What follows belongs to an exercise in optimizing a design on an open flow for small area, a short achievable clock period and few clock cycles per item; a production flow would make more cautious choices.
Function was checked by simulation only, so behaviour that the tests miss may differ from the original.

## run.sh

```bash
#!/bin/bash
# synth_recipe.tcl (not shown) runs the flow's synth.tcl, then flattens the netlist and writes it again
# the make line also repeats each setting of config.mk as NAME=value (left out here)
make -C /OpenROAD-flow-scripts/flow DESIGN_CONFIG=/design/flow/config.mk WORK_HOME=/design/flow/orfs CLKGATE_MAP_FILE= SYNTH_SCRIPT=/design/flow/synth_recipe.tcl finish
```

## config.mk

```make
export PLATFORM = sky130hd
export DESIGN_NAME = perm_build
export DESIGN_NICKNAME = perm_build
export VERILOG_FILES = /design/flow/design.v
export SDC_FILE = /design/flow/constraint.sdc
export NUM_CORES = 8
export LEC_CHECK = 0
export CAP_MARGIN = 20
export CORE_MARGIN = 2
export CORE_UTILIZATION = 30
export PLACE_DENSITY = 0.4
export SLEW_MARGIN = 20
```

## constraint.sdc

```tcl
create_clock -name core_clock -period 14.0 [get_ports {clk}]
set_input_delay 2.8000 -clock core_clock [delete_from_list [all_inputs] [get_ports {clk}]]
set_output_delay 2.8000 -clock core_clock [all_outputs]
set_load 0.01 [all_outputs]
```

## design.v

```verilog
module perm_build (
  input  wire        clk,
  input  wire        rst,       
  input  wire        start,     
  input  wire [63:0] seed,      
  input  wire [7:0]  rd_addr,
  output wire        busy,
  output wire        valid,
  output wire [7:0]  rd_data
);
  localparam [63:0] LCG_M  = 64'h5851F42D4C957F2D;
  localparam [63:0] LCG_C  = 64'h14057B7EF767814F;
  localparam [63:0] PICK_K = 64'd31;
  localparam [2:0] S_IDLE   = 3'd0;
  localparam [2:0] S_PREMIX = 3'd1;
  localparam [2:0] S_STEP   = 3'd2;
  localparam [2:0] S_MOD    = 3'd3;
  localparam [2:0] S_SWAP   = 3'd4;
  reg  [2:0]    state;
  reg           valid_q;
  reg  [63:0]   s;           
  reg  [1:0]    premix_cnt;
  reg  [7:0]    idx;         
  reg  [63:0]   dividend;    
  reg           neg;         
  reg  [8:0]    rem;         
  reg  [5:0]    bit_cnt;
  reg  [2047:0] tab;         
  wire [63:0] s_next = s * LCG_M + LCG_C;
  wire [63:0] v      = s_next + PICK_K;
  wire [63:0] v_abs  = v[63] ? (~v + 64'd1) : v;
  wire [8:0]  divisor = {1'b0, idx} + 9'd1;
  wire [8:0]  rem_sh  = {rem[7:0], dividend[63]};
  wire [8:0]  rem_nxt = (rem_sh >= divisor) ? (rem_sh - divisor) : rem_sh;
  wire [8:0]  r_full  = (neg && rem != 9'd0) ? (divisor - rem) : rem;
  wire [7:0]  r       = r_full[7:0];
  wire [7:0]  tab_i   = tab[8*idx +: 8];
  wire [7:0]  tab_r   = tab[8*r +: 8];
  wire        accept  = (state == S_IDLE) && start;
  always @(posedge clk) begin
    if (rst) begin
      state   <= S_IDLE;
      valid_q <= 1'b0;
    end else begin
      case (state)
        S_IDLE: begin
          if (start) begin
            s          <= seed;
            premix_cnt <= 2'd0;
            valid_q    <= 1'b0;
            state      <= S_PREMIX;
          end
        end
        S_PREMIX: begin
          s          <= s_next;
          premix_cnt <= premix_cnt + 2'd1;
          if (premix_cnt == 2'd2) begin
            idx   <= 8'd255;
            state <= S_STEP;
          end
        end
        S_STEP: begin
          s        <= s_next;
          dividend <= v_abs;
          neg      <= v[63];
          rem      <= 9'd0;
          bit_cnt  <= 6'd0;
          state    <= S_MOD;
        end
        S_MOD: begin
          rem      <= rem_nxt;
          dividend <= {dividend[62:0], 1'b0};
          bit_cnt  <= bit_cnt + 6'd1;
          if (bit_cnt == 6'd63)
            state <= S_SWAP;
        end
        S_SWAP: begin
          if (idx == 8'd0) begin
            valid_q <= 1'b1;
            state   <= S_IDLE;
          end else begin
            idx   <= idx - 8'd1;
            state <= S_STEP;
          end
        end
        default: state <= S_IDLE;
      endcase
    end
  end
  integer j;
  always @(posedge clk) begin
    if (!rst) begin
      if (accept) begin
        for (j = 0; j < 256; j = j + 1)
          tab[8*j +: 8] <= j[7:0];
      end else if (state == S_SWAP) begin
        for (j = 0; j < 256; j = j + 1) begin
          if (j[7:0] == idx)
            tab[8*j +: 8] <= tab_r;
          else if (j[7:0] == r)
            tab[8*j +: 8] <= tab_i;
        end
      end
    end
  end
  assign busy    = (state != S_IDLE);
  assign valid   = valid_q;
  assign rd_data = tab[8*rd_addr +: 8];
endmodule
```

==> notes.md <==
- The run finished with no timing, DRC or antenna violations.
- The worst setup path is launched from a flip-flop.
- The startpoint identified for the worst register-to-register timing path is s[18].
- The CTS H-tree depth is 5.
- The worst-case clock buffer depth is 4.
- For this run, the top clock speed supported by timing is 0.0776 GHz.
- The die covers ~650000 µm².
- The area added between synthesis and finish is 11.2%.
- Among all stages on the critical path, the largest delay is contributed by sky130_fd_sc_hd__or4b_1.
- The number of flops mapped to enable cells by yosys is between 2000 and 2500.
- For this run, the number of Yosys warnings is 1.
- The initial antenna violation count is 117.
- The flip-flop and latch area is between 60000 and 70000 µm².
- The worst clock skew is 0.0696 ns.
- The data arrival time of the critical path is 13.74 ns.
- The total clock sinks is 2206.
- The most common library cell in the layout ignoring fill and taps is sky130_fd_sc_hd__nand2_1.
- The path type of the worst setup path is reg -> reg.
- The most used flip-flop cell after synthesis is sky130_fd_sc_hd__edfxtp_1.
- At the later pin of the worst-skew pair, clock insertion delay measures 1.03 ns.
- Summed over all layers, the global routing overflow is 0.
- In the finished design, the share of the clock period the worst path needs comes to 92.0%.
- Entering global routing, the biggest net connects approximately 170 pins.
- Adding up every negative setup slack in the final design gives 0 ns.
- Using the TritonRoute via totals, the vias-per-cell ratio works out to 6.21.
- In the layout the commonest cells are 3586 x sky130_fd_sc_hd__nand2_1, 2604 x sky130_fd_sc_hd__nor2_1, 2202 x sky130_fd_sc_hd__edfxtp_1, 1328 x sky130_fd_sc_hd__mux4_2, 1287 x sky130_fd_sc_hd__inv_1.
- The count of unique library cells instantiated by Yosys is 100.
- Summed over all layers, the routed wires come to 1070000 µm.
- The average cell area after synthesis is 9.80 µm².
- The first-pass GRT wire length is 1440000 µm.
- The synthesized netlist occupies a cell area of 192000 µm².
- Counting I/O delays and the setup requirement, the final critical path takes ~13 ns.
- The total setup violations reported at the end of the flow is 0.
- In this run the most critical hold path is launched from dividend[2].
- The synthesized instance count is 19600.
- The HPWL reported at the end of detailed placement is 731000 µm.
- The async set-or-reset flop fraction in the synthesized netlist is 0%.
- The cell sitting at the root of the clock tree is a sky130_fd_sc_hd__clkbuf_16.
- The number of global-route vias before repair is approximately 160k.
- In the final layout, the multi-input gates occupy about 120000 µm².
- The number of I/O port buffers is 84.
- Tracing the worst setup path back leads to its startpoint at s[18].
- For this configuration, the core starts out at a cell density of 30.1%.
- For the worst setup path, the data required time is about 15 ns.
- The number of primary I/O pins is between 80 and 90.
- The number of hold buffers added after CTS is 0.
- For the pin with the worst max-slew slack, the measured transition is approximately 1.3 ns.
- From left edge to right edge, the die measures 804 µm.
- The floorplan step defined a core boundary enclosing 637000 µm².
- The most frequent cell on the critical path is sky130_fd_sc_hd__fa_1.
- The flip-flop and latch count after synthesis is around 2200.
- In this run the tightest slew margin relative to its limit is about a tenth.
- The floorplan has 293 rows.
- After filler insertion, the fill cell instance count of the layout stands at approximately 65000.
- The detailed router placed around 170k vias in this run.
- The sum of buffers and inverters on the critical path is 8.
- The initial detailed-routing violation count is roughly 26000.
- The placer congestion estimate is 0.961.
- The net count of the finished layout is 20400.
- The worst hold slack across all endpoints is 0.496 ns.
- The number of search-and-repair iterations in the first detailed-routing pass is 15.
- The critical path's largest stage delay is a little under 0.7 ns.
- Sequential cells were found to cover roughly 35% of the synthesized design area.
- After clock tree synthesis, the clock-pin slew on the worst setup and hold paths is 0.07 ns.
- The detailed-route wire length per cell is approximately 39 µm.
- After clock tree synthesis, the setup repair step added 0 buffers.
- The number of hold-slack violations in the final timing report is 0.
- The post-cts resize count is 0.
- Cells with a size suffix above 1 make up 14.5% of the layout.
- The detail route stage leaves a number of antenna-violating nets equal to 0.
- The tool flagged a number of max-cap violations equal to 0.
- Global routing used between 30% and 40% of the available tracks.
- In this run the vertical extent of the chip is 804 µm.
- The total clock buffers created by CTS is 302.
- Setup repair after global routing left no endpoint under its margin.
- The top fanout value on the critical path is 9.
- The clock tree from TritonCTS is done.
- The number of pins exceeding their max-slew limit in the final report is 0.
- The element type at the critical path end is a flip-flop.
- The cell family contributing the most delay on the critical path is adder cells.
- After detailed routing, the number of remaining DRC violations is 0.
- The number of nets produced by synthesis is 21200.
- The worst hold path class is reg -> reg.
cell families (layout without fill, tap and decap cells):
| kind of cell | Yosys count | in the layout | synth area share (%) |
|---|---|---|---|
| mux | 1522 | 1522 | 16.7 |
| buf+inv | 3035 | 2507 | 5.95 |
| simple gates | 7570 | 7570 | 16.1 |
| xor+xnor | 246 | 246 | 1.12 |
| compound gates | 3424 | 3424 | 11.6 |
| other cells | 0 | 145 | 0 |
| flops | 2206 | 2206 | 34.5 |
| fa+ha+maj | 1562 | 1562 | 13.9 |
per-stage QoR:
step | area, µm² | util [%] | setup slack (ns) | instances
6_report | 213000 | 33.5 | 1.12 | 27600
5_1_grt | 213000 | 33.4 | 0.349 | 27500
4_1_cts | 213000 | 33.4 | 1.18 | 27400
3_5_place_dp | 203000 | 31.8 | 1.21 | 26900
3_3_place_gp | 203000 | 31.8 | 1.33 | 26900
2_1_floorplan | 192000 | - | 0.130 | 19600
layer usage:
layer / global-route usage (%) / vias to the layer above / wire length (µm)
met5: 0 / - / 318
met3: 7.62 / 2287 / 106000
li1: - / 69200 / -
met1: 41.7 / 88500 / 417000
met4: 18.7 / 44 / 68400
met2: 48.5 / 11200 / 477000
worst register-to-register path, delay by kind of cell, from the launching register on:
kind / cells / cell delay (ns)
xor+xnor: 1 / 0.25
fa+ha+maj: 11 / 5.67
buf+inv: 8 / 0.92
compound gates: 5 / 1.63
simple gates: 8 / 3.24
mux: 1 / 0.41
flops: 1 / 0.61
final timing paths:
path | endpoint | slack, ns | cells after the start
max | dividend[61] | 1.12 | 34
min | dividend[3] | 0.50 | 2
max reg2reg | dividend[61] | 1.12 | 34
min reg2reg | dividend[3] | 0.50 | 2
synthesized netlist by cell type (261+ instances only):
cell | instances | area share [%]
sky130_fd_sc_hd__nand2_1 | 3604 | 7.1
sky130_fd_sc_hd__nor2_1 | 2638 | 5.2
sky130_fd_sc_hd__edfxtp_1 | 2202 | 34
sky130_fd_sc_hd__clkbuf_1 | 1470 | 2.9
sky130_fd_sc_hd__mux4_2 | 1329 | 16
sky130_fd_sc_hd__inv_1 | 1287 | 2.5
sky130_fd_sc_hd__o21ai_0 | 992 | 2.6
sky130_fd_sc_hd__fa_1 | 953 | 9.9
sky130_fd_sc_hd__a211oi_1 | 654 | 2.6
sky130_fd_sc_hd__ha_1 | 609 | 4.0
sky130_fd_sc_hd__nand3_1 | 580 | 1.5
sky130_fd_sc_hd__a21oi_1 | 482 | 1.3
sky130_fd_sc_hd__a311oi_1 | 451 | 2.1
sky130_fd_sc_hd__a31oi_1 | 401 | 1.3
sky130_fd_sc_hd__and3_1 | 278 | 0.91
sky130_fd_sc_hd__buf_1 | 261 | 0.51
flip-flops by register name, summed over array words and instances (netlist names):
| signal | flops |
|---|---|
| tab | 2048 |
| dividend | 64 |
| s | 64 |
| rem | 9 |
| idx | 8 |
| bit_cnt | 6 |
| state | 3 |
| premix_cnt | 2 |
| neg | 1 |
| valid_q | 1 |
layout make-up:
type / instances / area share, %
Sequential cell: 2206 / 31.0
Inverter: 1289 / 2.27
Timing Repair Buffer: 677 / 2.87
Multi-Input combinational cell: 14300 / 54.1
Clock buffer: 369 / 3.77
Tap cell: 8407 / 4.93
Antenna cell: 145 / 0.170
Clock inverter: 172 / 0.838
Testbench counts, summed over its fixed seeds: cycles 540,800, builds 32.

[port drivers added, routing unchanged]
How much do the figures lean on ideal ports? The routed layout below was timed once more, with nothing changed but the port constraints.
Step 1 (the two cells are an assumption about what drives the block):
set clk [get_ports {clk}]
set_driving_cell -lib_cell sky130_fd_sc_hd__clkbuf_16 $clk
set_driving_cell -lib_cell sky130_fd_sc_hd__buf_2 [delete_from_list [all_inputs] $clk]
Step 2 moves the port delays by t, midway between the first and last clock arrival at a register: inputs arrive t later, outputs are due t later. That takes back most of the time a late clock gives input paths.
Slacks: ideal / step 1 / step 2; pairs: ideal / step 1.
shift t [ns]: 1.135
setup WS [ns]: 1.119 / 1.119 / 1.119
hold slack, ns: 0.496 / 0.496 / 0.496
worst data-port slew with drivers (ns): 0.24
pins driven straight from the clock port: 1
After both steps setup and hold are still met in this run. The setup slack of this run moves by 0.000 ns with the drivers and by 0.000 ns with both steps.
